What follows belongs to an exercise in optimizing a design on an open flow for small area, a short achievable clock period and few clock cycles per item; a production flow would make more cautious choices. In this exercise RTL edits were held to simulation tests only and were not proved equivalent to the original. Power figures rest on the tool's default switching activity, not on a simulated workload.

==> flow/design.v <==
module erf_decoder (
    input  wire         clk,
    input  wire         rst,
    input  wire         in_valid,
    output wire         in_ready,
    input  wire         in_vreset,
    input  wire         in_en,
    input  wire [119:0] in_pkt,
    output reg          out_valid,
    input  wire         out_ready,
    output wire         out_trigger,
    output wire [4:0]   out_err,
    output reg  [39:0]  out_ts,
    output reg  [1:0]   out_seq,
    output reg  [7:0]   out_sync,
    output reg  [15:0]  out_crc_rx,
    output reg  [15:0]  out_crc_calc,
    output reg  [31:0]  out_flags_lo,
    output reg  [5:0]   out_flags_hi,
    output reg  [2:0]   out_grp_r,
    output reg  [2:0]   out_grp_s,
    output reg  [3:0]   out_pkt_err,
    output reg          out_mode,
    output reg  [4:0]   out_aux
);
    localparam [103:0] CRC_M0  = 104'h4fde12f9e2124f9628f81e8e39;
    localparam [103:0] CRC_M1  = 104'h9fbc25f3c4249f2c51f03d1c72;
    localparam [103:0] CRC_M2  = 104'h70a6591e6a5b71ce8b1864b6dd;
    localparam [103:0] CRC_M3  = 104'he14cb23cd4b6e39d1630c96dba;
    localparam [103:0] CRC_M4  = 104'hc2996479a96dc73a2c6192db74;
    localparam [103:0] CRC_M5  = 104'hcaecda0ab0c9c1e2703b3b38d1;
    localparam [103:0] CRC_M6  = 104'hda07a6ec8381cc52c88e68ff9b;
    localparam [103:0] CRC_M7  = 104'hb40f4dd9070398a5911cd1ff36;
    localparam [103:0] CRC_M8  = 104'h27c0894bec157edd0ac1bd7055;
    localparam [103:0] CRC_M9  = 104'h4f811297d82afdba15837ae0aa;
    localparam [103:0] CRC_M10 = 104'hd0dc37d65247b4e203feeb4f6d;
    localparam [103:0] CRC_M11 = 104'hee667d55469d26522f05c810e3;
    localparam [103:0] CRC_M12 = 104'h9312e8536f28033276f38eafff;
    localparam [103:0] CRC_M13 = 104'h69fbc25f3c4249f2c51f03d1c7;
    localparam [103:0] CRC_M14 = 104'hd3f784be788493e58a3e07a38e;
    localparam [103:0] CRC_M15 = 104'ha7ef097cf10927cb147c0f471c;
    localparam [15:0]  CRC_C   = 16'h223f;
    wire [103:0] d = in_pkt[119:16];
    wire [15:0] crc_in = {^(d & CRC_M15), ^(d & CRC_M14), ^(d & CRC_M13), ^(d & CRC_M12),
                          ^(d & CRC_M11), ^(d & CRC_M10), ^(d & CRC_M9),  ^(d & CRC_M8),
                          ^(d & CRC_M7),  ^(d & CRC_M6),  ^(d & CRC_M5),  ^(d & CRC_M4),
                          ^(d & CRC_M3),  ^(d & CRC_M2),  ^(d & CRC_M1),  ^(d & CRC_M0)} ^ CRC_C;
    wire [39:0] i_ts   = in_pkt[119:80];
    wire [1:0]  i_seq  = in_pkt[25:24];
    wire [7:0]  i_sync = in_pkt[23:16];
    wire [7:0]  b3 = in_pkt[31:24];
    wire [7:0]  b4 = in_pkt[39:32];
    wire [7:0]  b5 = in_pkt[47:40];
    wire [7:0]  b6 = in_pkt[55:48];
    wire [7:0]  b7 = in_pkt[63:56];
    wire [7:0]  b8 = in_pkt[71:64];
    wire [7:0]  b9 = in_pkt[79:72];
    wire [37:0] i_flags = {b9, b8, b7[7:1], b6[5:0], b5[7:3], b4[7:4]};
    reg          c_seq_have;
    reg  [1:0]   c_last_seq;
    reg          c_sync_have;
    reg  [7:0]   c_last_sync;
    reg  [39:0]  c_last_ts;
    reg          u_seq;    
    reg          u_sync;   
    reg          u_ts;     
    reg          r_trig;
    reg          r_seq_bad;
    reg          r_sync_rep;
    reg          r_sync_bad;
    reg          r_ts_bad;
    wire crc_ok = (out_crc_calc == out_crc_rx);
    assign out_trigger = r_trig & crc_ok;
    assign out_err     = crc_ok ? {r_ts_bad, r_sync_bad, r_sync_rep, r_seq_bad, 1'b0} : 5'h01;
    wire         e_seq  = u_seq  & crc_ok;
    wire         e_sync = u_sync & crc_ok;
    wire         e_ts   = u_ts   & crc_ok;
    wire         s_seq_have  = c_seq_have | e_seq;
    wire [1:0]   s_last_seq  = e_seq ? out_seq : c_last_seq;
    wire         s_sync_have = c_sync_have | e_sync;
    wire [7:0]   s_last_sync = e_sync ? out_sync : c_last_sync;
    wire [39:0]  s_last_ts   = e_ts ? out_ts : c_last_ts;
    assign in_ready = !out_valid || out_ready;
    wire acc     = in_valid && in_ready;
    wire acc_dec = acc && !in_vreset;
    wire ld      = acc_dec && in_en;
    wire clr     = rst || (acc && in_vreset);
    wire sync_bad = !((i_sync == 8'h55) || (i_sync == 8'hAA));
    wire seq_bad  = s_seq_have && (i_seq != s_last_seq + 2'd1);
    wire sync_rep = s_sync_have && (i_sync == s_last_sync);
    wire ts_bad   = (s_last_ts != 40'd0) && (i_ts <= s_last_ts);
    always @(posedge clk) begin
        if (clr) begin
            c_seq_have  <= 1'b0;
            c_last_seq  <= 2'd0;
            c_sync_have <= 1'b0;
            c_last_sync <= 8'h00;
            c_last_ts   <= 40'd0;
        end else begin
            c_seq_have  <= s_seq_have;
            c_last_seq  <= s_last_seq;
            c_sync_have <= s_sync_have;
            c_last_sync <= s_last_sync;
            c_last_ts   <= s_last_ts;
        end
        if (rst || !acc_dec) begin
            u_seq  <= 1'b0;
            u_sync <= 1'b0;
            u_ts   <= 1'b0;
        end else begin
            u_seq  <= in_en;
            u_sync <= in_en && !sync_bad;
            u_ts   <= in_en && !sync_bad && !ts_bad;
        end
        if (rst)
            out_valid <= 1'b0;
        else if (acc)
            out_valid <= !in_vreset;
        else if (out_ready)
            out_valid <= 1'b0;
        if (acc_dec) begin
            r_trig     <= ld && !sync_bad;
            r_seq_bad  <= ld && seq_bad;
            r_sync_bad <= ld && sync_bad;
            r_sync_rep <= ld && !sync_bad && sync_rep;
            r_ts_bad   <= ld && !sync_bad && ts_bad;
        end
        if (ld) begin
            out_ts       <= i_ts;
            out_seq      <= i_seq;
            out_sync     <= i_sync;
            out_crc_rx   <= in_pkt[15:0];
            out_crc_calc <= crc_in;
            out_flags_lo <= i_flags[31:0];
            out_flags_hi <= i_flags[37:32];
            out_grp_r    <= {b5[0], b5[1], b5[2]};
            out_grp_s    <= {b6[6], b6[7], b7[0]};
            out_pkt_err  <= b4[3:0];
            out_mode     <= b3[7];
            out_aux      <= b3[6:2];
        end else if (acc_dec) begin
            out_ts       <= 40'd0;
            out_seq      <= 2'd0;
            out_sync     <= 8'd0;
            out_crc_rx   <= 16'd0;
            out_crc_calc <= 16'd0;
            out_flags_lo <= 32'd0;
            out_flags_hi <= 6'd0;
            out_grp_r    <= 3'd0;
            out_grp_s    <= 3'd0;
            out_pkt_err  <= 4'd0;
            out_mode     <= 1'b0;
            out_aux      <= 5'd0;
        end
    end
endmodule
==> flow/run.sh <==
#!/bin/bash
# synth_recipe.tcl (not shown) runs the flow's synth.tcl, then flattens the netlist and writes it again
# the make line also repeats each setting of config.mk as NAME=value (left out here)
make -C /OpenROAD-flow-scripts/flow DESIGN_CONFIG=/design/flow/config.mk WORK_HOME=/design/flow/orfs CLKGATE_MAP_FILE= SYNTH_SCRIPT=/design/flow/synth_recipe.tcl finish
==> flow/config.mk <==
export PLATFORM = sky130hd
export DESIGN_NAME = erf_decoder
export DESIGN_NICKNAME = erf_decoder
export VERILOG_FILES = /design/flow/design.v
export SDC_FILE = /design/flow/constraint.sdc
export NUM_CORES = 4
export LEC_CHECK = 0
export CAP_MARGIN = 20
export CORE_MARGIN = 2
export CORE_UTILIZATION = 40
export PLACE_DENSITY = 0.6
export SLEW_MARGIN = 20
==> flow/constraint.sdc <==
create_clock -name core_clock -period 6.0 [get_ports {clk}]
set_input_delay 1.2000 -clock core_clock [delete_from_list [all_inputs] [get_ports {clk}]]
set_output_delay 1.2000 -clock core_clock [all_outputs]
set_load 0.01 [all_outputs]
==> results.txt, run 1 <==
IO Port Bufs 269; Total GRT Usage 0.258; Synth Cell Area 12,500 um2; most frequent cells after synthesis 352 x xnor2_1, 141 x edfxtp_1, 111 x and3_1; most frequent cell after synthesis xnor2_1; Post-CTS Setup Repair Bufs 0; post-synth net total 1,293; Worst setup SP type flop; Post-synth EDFFs 141; DP HPWL 32,700 um; status no timing/DRC/antenna violations; Hold Buf Count CTS 0; pin count of the biggest net entering global routing 137; Worst Slack Setup Final 1.48 ns; CP endpoint kind flop; fin crit period 4.52 ns; TritonCTS clock tree yes; Final Skew 0.00939 ns; cts bufs inserted 17; H-tree levels 4; # IOs 270; Routed WL 42,100 um; drt via density 5.16; P_leak 6.15 nW; dpl ws 1.57 ns; clk slew on worst S/H paths 0.08 ns; CP Max Fanout 27; Post-Syn Instances 1,119; final hold vios 0; RSZ-0062 raised after global routing no; later-pin clock latency in the skew report 0.46 ns; Synth area leaders edfxtp_1 34%, xnor2_1 25%, dfxtp_1 9.0%; Crit-path slowest cell nand2_2; Synth cell types 43; Worst EP required 6.33 ns; ys async rst share 0; Worst VDD drop 0.202 mV; starting density of the core 0.408; Inserted Diodes 0; setup violators final 0; drt initial violations 749; Die Y 181 um; slowest stage delay, CP 0.62 ns; #FFs+latches synth 197; Routability Congestion 0.919; CP cell instances xnor2_1, nand4_1, nor4_2, nand2_2, buf_12, mux2i_1, ha_1, a21oi_1, o21ai_0, a21oi_1, nor3_1, o31a_1, o41ai_1, o31a_1, and2_1; total power 4.80 mW; Reg2Reg Depth 15; die area 32,700 um2; drt first pass iters 5; die width 181 um; share of cells above drive strength 1 0.0488; post-synth top area cell edfxtp_1; most common flop cell mapped by yosys edfxtp_1; Area growth, synth to finish 29.1%; period utilisation layout 0.754; Std-Cell Rows 64; Worst Hold Class flop to flop; Final nets 1,534; CP Class flop to flop; Slew headroom 0.288; Post-CTS Resized 0; Bufs on Longest Clock Path 2; total number of vias 9,134; fin cells 1,769; initial antenna violation count 1; Final Max Slew Viols 0; core area 30,700 um2; Sum Neg Setup Slack 0 ns; DRC 0; Max-Cap Viols 0; Fill cells 2,686; R2R setup slack 1.48 ns; root buffer cell clkbuf_16; Yosys top cell area share 0.339; crit path DAT 4.86 ns; Fin Hold WS 0.488 ns; Mean Syn Cell Area 11.2 um2; FMAX 221 MHz; Yosys warning count 1; PwrDens 297 nW/um2; pin slew with the least headroom to its limit 1.07 ns; worst hold stages 2; number of global-route vias before repair 9,281; DR WL/cell 23.8 um; global route overflow 0; global-route wire length before repair 62,200 um; placed insts 1,737; register area share after synthesis 0.428; ANT nets after route 0; Sink Count 197
-- per-layer routing --
layer	wire [um]	vias to the layer above	track usage
li1	-	4312	-
met2	19100	307	0.403
met3	2320	39	0.0443
met5	0	-	0
met4	814	0	0.0700
met1	19900	4476	0.370
-- cell type report --
type / count / area (um2) / area share
clock buffers: 18 / 439 / 0.0272
clock inverters: 14 / 140 / 0.00869
inverters: 13 / 48.8 / 0.00303
multi-input cells: 854 / 6880 / 0.426
flip-flops and latches: 197 / 5360 / 0.332
well taps: 396 / 495 / 0.0307
repair buffers: 277 / 2770 / 0.172
-- placed cells by master, fill, tap and decap left out, drive strengths merged, types with 2 or more instances in the layout --
cell type | Yosys | routed
xnor2 | 367 | 367
clkdlybuf4s50 | 0 | 268
edfxtp | 141 | 141
and3 | 112 | 112
nor2 | 91 | 91
xor2 | 58 | 58
dfxtp | 56 | 56
mux2i | 49 | 49
ha | 48 | 48
inv | 13 | 22
nand4 | 21 | 21
nor4 | 20 | 20
clkbuf | 35 | 18
a21oi | 17 | 17
nand2 | 16 | 16
and2 | 9 | 9
buf | 20 | 9
o21ai | 8 | 8
nor2b | 5 | 5
nor3 | 4 | 4
xnor3 | 4 | 4
clkinv | 0 | 4
a21o | 3 | 3
nand2b | 2 | 2
a311oi | 2 | 2
a31oi | 2 | 2
a211oi | 2 | 2
o31a | 2 | 2
o211ai | 2 | 2
-- final timing paths --
path / start / endpoint
worst max-delay path: out_crc_rx[14] / r_ts_bad
worst min-delay path: c_seq_have / c_seq_have
worst max register to register: out_crc_rx[14] / r_ts_bad
worst min register to register: c_seq_have / c_seq_have
-- kinds of logic after synthesis --
| logic type | after synthesis | synth area share |
|---|---|---|
| AND/OR/NAND/NOR | 285 | 0.122 |
| multiplexers | 50 | 0.0401 |
| AO/OA/AOI/OAI | 42 | 0.0210 |
| XOR/XNOR | 429 | 0.317 |
| adder cells (fa/ha/maj) | 48 | 0.0481 |
| buffers and inverters | 68 | 0.0226 |
| flip-flops | 197 | 0.428 |
-- critical path, delay by kind of cell (launching register included) --
family,cells,cell delay [ns]
flip-flops,1,0.40
XOR/XNOR,1,0.22
multiplexers,1,0.22
AND/OR/NAND/NOR,5,1.46
adder cells (fa/ha/maj),1,0.28
buffers and inverters,1,0.41
AO/OA/AOI/OAI,6,1.37
-- report_power, final --
group          leakage, nW  switching (mW)  internal (mW)
combinational         4.14            1.05           1.01
clock                0.291           0.577          0.599
sequential            1.73          0.0358           1.53
total                 6.15            1.66           3.14
-- sequential cells by signal, indices dropped and copies added, names as in the netlist, 4 cells and up --
| name | cells |
|---|---|
| out_aux | 5 |
| out_ts | 40 |
| out_flags_lo | 32 |
| out_sync | 8 |
| out_crc_rx | 16 |
| out_crc_calc | 16 |
| c_last_sync | 8 |
| out_pkt_err | 4 |
| c_last_ts | 40 |
| out_flags_hi | 6 |
-- through the flow --
step	util	area (um2)
after floorplan	-	12500
after global placement	0.507	15500
after detailed placement	0.507	15500
after CTS	0.526	16100
after global routing	0.526	16100
final	0.526	16100
Testbench counts, summed over its fixed seeds: cycles 2,408, items 2,365.
==> inputs of run 2 (changes only) <==
--- a/flow/config.mk
+++ b/flow/config.mk
@@ -5,8 +5,10 @@
 export SDC_FILE = /design/flow/constraint.sdc
 export NUM_CORES = 4
 export LEC_CHECK = 0
+export ABC_CLOCK_PERIOD_IN_PS = 2500
 export CAP_MARGIN = 20
 export CORE_MARGIN = 2
 export CORE_UTILIZATION = 40
 export PLACE_DENSITY = 0.6
+export SETUP_SLACK_MARGIN = 3.5
 export SLEW_MARGIN = 20
==> run 2 against run 1 <==
  * Still clean on timing, DRC and antenna
  * Power up 8.7%
  * Count of clock-buffer cells in the layout unchanged
  * Design area increased by 19%
  * Sequential cell count unchanged
  * Synthesized area did not move
  * Clock power fell by 3%
  * Final cell count rose by 6.4%
  * Sequential share of layout area decreased by 5.3 points
  * Routed wire length rose by 9.1%
  * Via count rose by 9.1%
  * Core utilization grew 10 points
  * Critical path type unchanged
==> results.txt, run 2 <==
status no timing/DRC/antenna violations; CP Class flop to flop; total power 5.22 mW; Sum Neg Setup Slack 0 ns; Area growth, synth to finish 53.7%; share of cells above drive strength 1 0.346; Worst Hold Class flop to flop; Synth cell types 43; DRC 0; final hold vios 0; DR WL/cell 24.4 um; die area 32,700 um2; CP Launch Point out_crc_rx[4]; total number of vias 9,962; Crit-path slowest cell edfxtp_1; Largest regs c_last_ts x40, out_ts x40, out_flags_lo x32; core area 30,700 um2; Final Skew 0.0148 ns; Total GRT Usage 0.280; pin slew with the least headroom to its limit 1.06 ns; later-pin clock latency in the skew report 0.46 ns; most frequent cells after synthesis 352 x xnor2_1, 141 x edfxtp_1, 111 x and3_1; Worst VDD drop 0.193 mV; DP HPWL 32,900 um; Worst setup SP type flop; CP delay by family, top compound AO/OA/AOI/OAI gates; Yosys warning count 1; Fin Hold WS 0.490 ns; Worst EP required 6.33 ns; crit path DAT 3.99 ns; commonest non-fill, non-tap cell in the layout xnor2_1; setup violators final 0; Final nets 1,648; #FFs+latches synth 197; r2r startpoint out_crc_rx[4]; Post-synth EDFFs 141; Synth Cell Area 12,500 um2; TritonCTS clock tree yes; ys async rst share 0; CP cell instances xnor2_1, nand4_1, nor4_4, buf_6, nand2_8, buf_8, mux2i_4, ha_4, a21o_1, a21o_1, a211oi_2, o21ai_2, o41ai_2, o31a_1, and2_1; Max-Cap Viols 0; Sink Count 197; CP endpoint kind flop; CP Max Fanout 5; fin crit period 3.66 ns; Routed WL 45,900 um; die width 181 um; most common flop cell mapped by yosys edfxtp_1; IO Port Bufs 269; Mean Syn Cell Area 11.2 um2; Routability Congestion 0.959; post-synth top area cell edfxtp_1; FMAX 273 MHz; Final Max Slew Viols 0; Slew headroom 0.291; Post-Syn Instances 1,119; global route overflow 0; initial antenna violation count 0; register area share after synthesis 0.428; Fill cells 2,496; pin count of the biggest net entering global routing 113; worst hold stages 2; slowest stage delay, CP 0.41 ns; most frequent cells in the layout 214 x xnor2_1, 148 x dlygate4sd2_1, 141 x edfxtp_1, 118 x xnor2_2, 111 x and3_1; Synth area leaders edfxtp_1 34%, xnor2_1 25%, dfxtp_1 9.0%; hold_sp c_seq_have; most frequent cell after synthesis xnor2_1; Crit path depth 15; ANT nets after route 0; most used cell, CP a21o_1; starting density of the core 0.408; clk slew on worst S/H paths 0.08 ns; root buffer cell clkbuf_16; Die Y 181 um; Reg2Reg Depth 15; post-synth net total 1,293; Yosys top cell area share 0.339; H-tree levels 4; # IOs 270; period utilisation layout 0.611; Bufs on Longest Clock Path 2; crit path buf inv count 2; drt first pass iters 6; drt via density 5.29; global-route wire length before repair 67,600 um; cts bufs inserted 17; drt initial violations 681; PwrDens 272 nW/um2; P_leak 7.85 nW; Std-Cell Rows 64; number of global-route vias before repair 10,100; RSZ-0062 raised after global routing yes
==> run 2: logic make-up after synthesis <==
family / synth area share
buffers and inverters: 0.0226
adders and majority gates: 0.0481
DFF: 0.428
muxes: 0.0401
and+or+nand+nor: 0.122
xor gates and xnor gates: 0.317
AOI/OAI and AO/OA: 0.0210
==> run 2: per-layer routing <==
| layer | up-vias | global-route usage | part of all wire |
|---|---|---|---|
| met1 | 4948 | 0.395 | 0.44 |
| met4 | 0 | 0.0719 | 0.023 |
| li1 | 4557 | - | - |
| met5 | - | 0 | 0 |
| met3 | 59 | 0.0450 | 0.069 |
| met2 | 398 | 0.449 | 0.47 |
==> run 2: power by group <==
part	internal (mW)	switching, mW	leakage [nW]	total [mW]
Clock	0.568	0.575	0.283	1.14
Combinational	1.29	1.22	5.84	2.51
Sequential	1.53	0.0348	1.73	1.56
==> run 2: what timing repair did <==
item,CTS,global route
endpoints found under the hold margin,0,0
gates resized for setup,776,195
gates cloned,4,2
buffers inserted,85,21
hold buffers,0,0
setup endpoints to repair,326,28
pin swaps,112,98
==> run 2: area by class of cell <==
class / instances / area (um2) / share of cell area
flip-flops and latches: 197 / 5360 / 0.279
clock inverters: 13 / 111 / 0.00580
clock buffers: 18 / 450 / 0.0235
multi-input cells: 858 / 9200 / 0.479
well taps: 396 / 495 / 0.0258
diodes: 1 / 2.50 / 0.000130
repair buffers: 387 / 3520 / 0.183
inverters: 13 / 67.6 / 0.00352
==> run 2: final timing paths <==
| path | end | slack, ns |
|---|---|---|
| setup reg to reg | r_ts_bad | 2.34 |
| setup / recovery | r_ts_bad | 2.34 |
| hold / removal | c_seq_have | 0.49 |
| hold reg to reg | c_seq_have | 0.49 |
==> run 2: stage by stage <==
step / instances / utilization / setup WS, ns / instance area (um2)
finish: 1883 / 0.626 / 2.34 / 19200
global route: 1882 / 0.626 / 2.15 / 19200
CTS: 1859 / 0.598 / 2.29 / 18300
detailed placement: 1739 / 0.517 / 1.54 / 15900
global placement: 1739 / 0.517 / 1.63 / 15900
floorplan: 1119 / - / 2.16 / 12900
==> run 2: worst register-to-register path: stages, from the launching register on <==
cell      delay [ns]
edfxtp_1        0.41
xnor2_1         0.21
nand4_1         0.19
nor4_4          0.32
buf_6           0.20
nand2_8         0.12
buf_8           0.22
mux2i_4         0.21
ha_4            0.24
a21o_1          0.18
a21o_1          0.19
a211oi_2        0.29
o21ai_2         0.08
o41ai_2         0.27
o31a_1          0.28
and2_1          0.16

re-timing with driven ports:
In the flow no input, the clock included, has a driving cell. The finished layouts below were timed again as built, in two steps.
Step 1: set_driving_cell puts a clkbuf_16 on clk and a buf_2 on each other input, an assumption about the parent block.
Step 2 moves the port delays by t, midway between the first and last clock arrival at a register: inputs arrive t later, outputs are due t later. That takes back most of the time a late clock gives input paths.
Slacks: ideal ports / drivers / drivers and shift; pairs: ideal ports / drivers.
| run | t, ns | setup WS [ns] | slew at the worst register clock pin (ns) | worst slew at a driven data input, ns | pins driven straight from the clock port |
|---|---|---|---|---|---|
| run 1 | 0.507 | 1.478 / 1.478 / 1.478 | 0.08 / 0.08 | 0.06 | 1 |
| run 2 | 0.505 | 2.337 / 2.322 / 2.337 | 0.08 / 0.08 | 0.10 | 1 |
After both steps setup and hold are still met in every run listed.
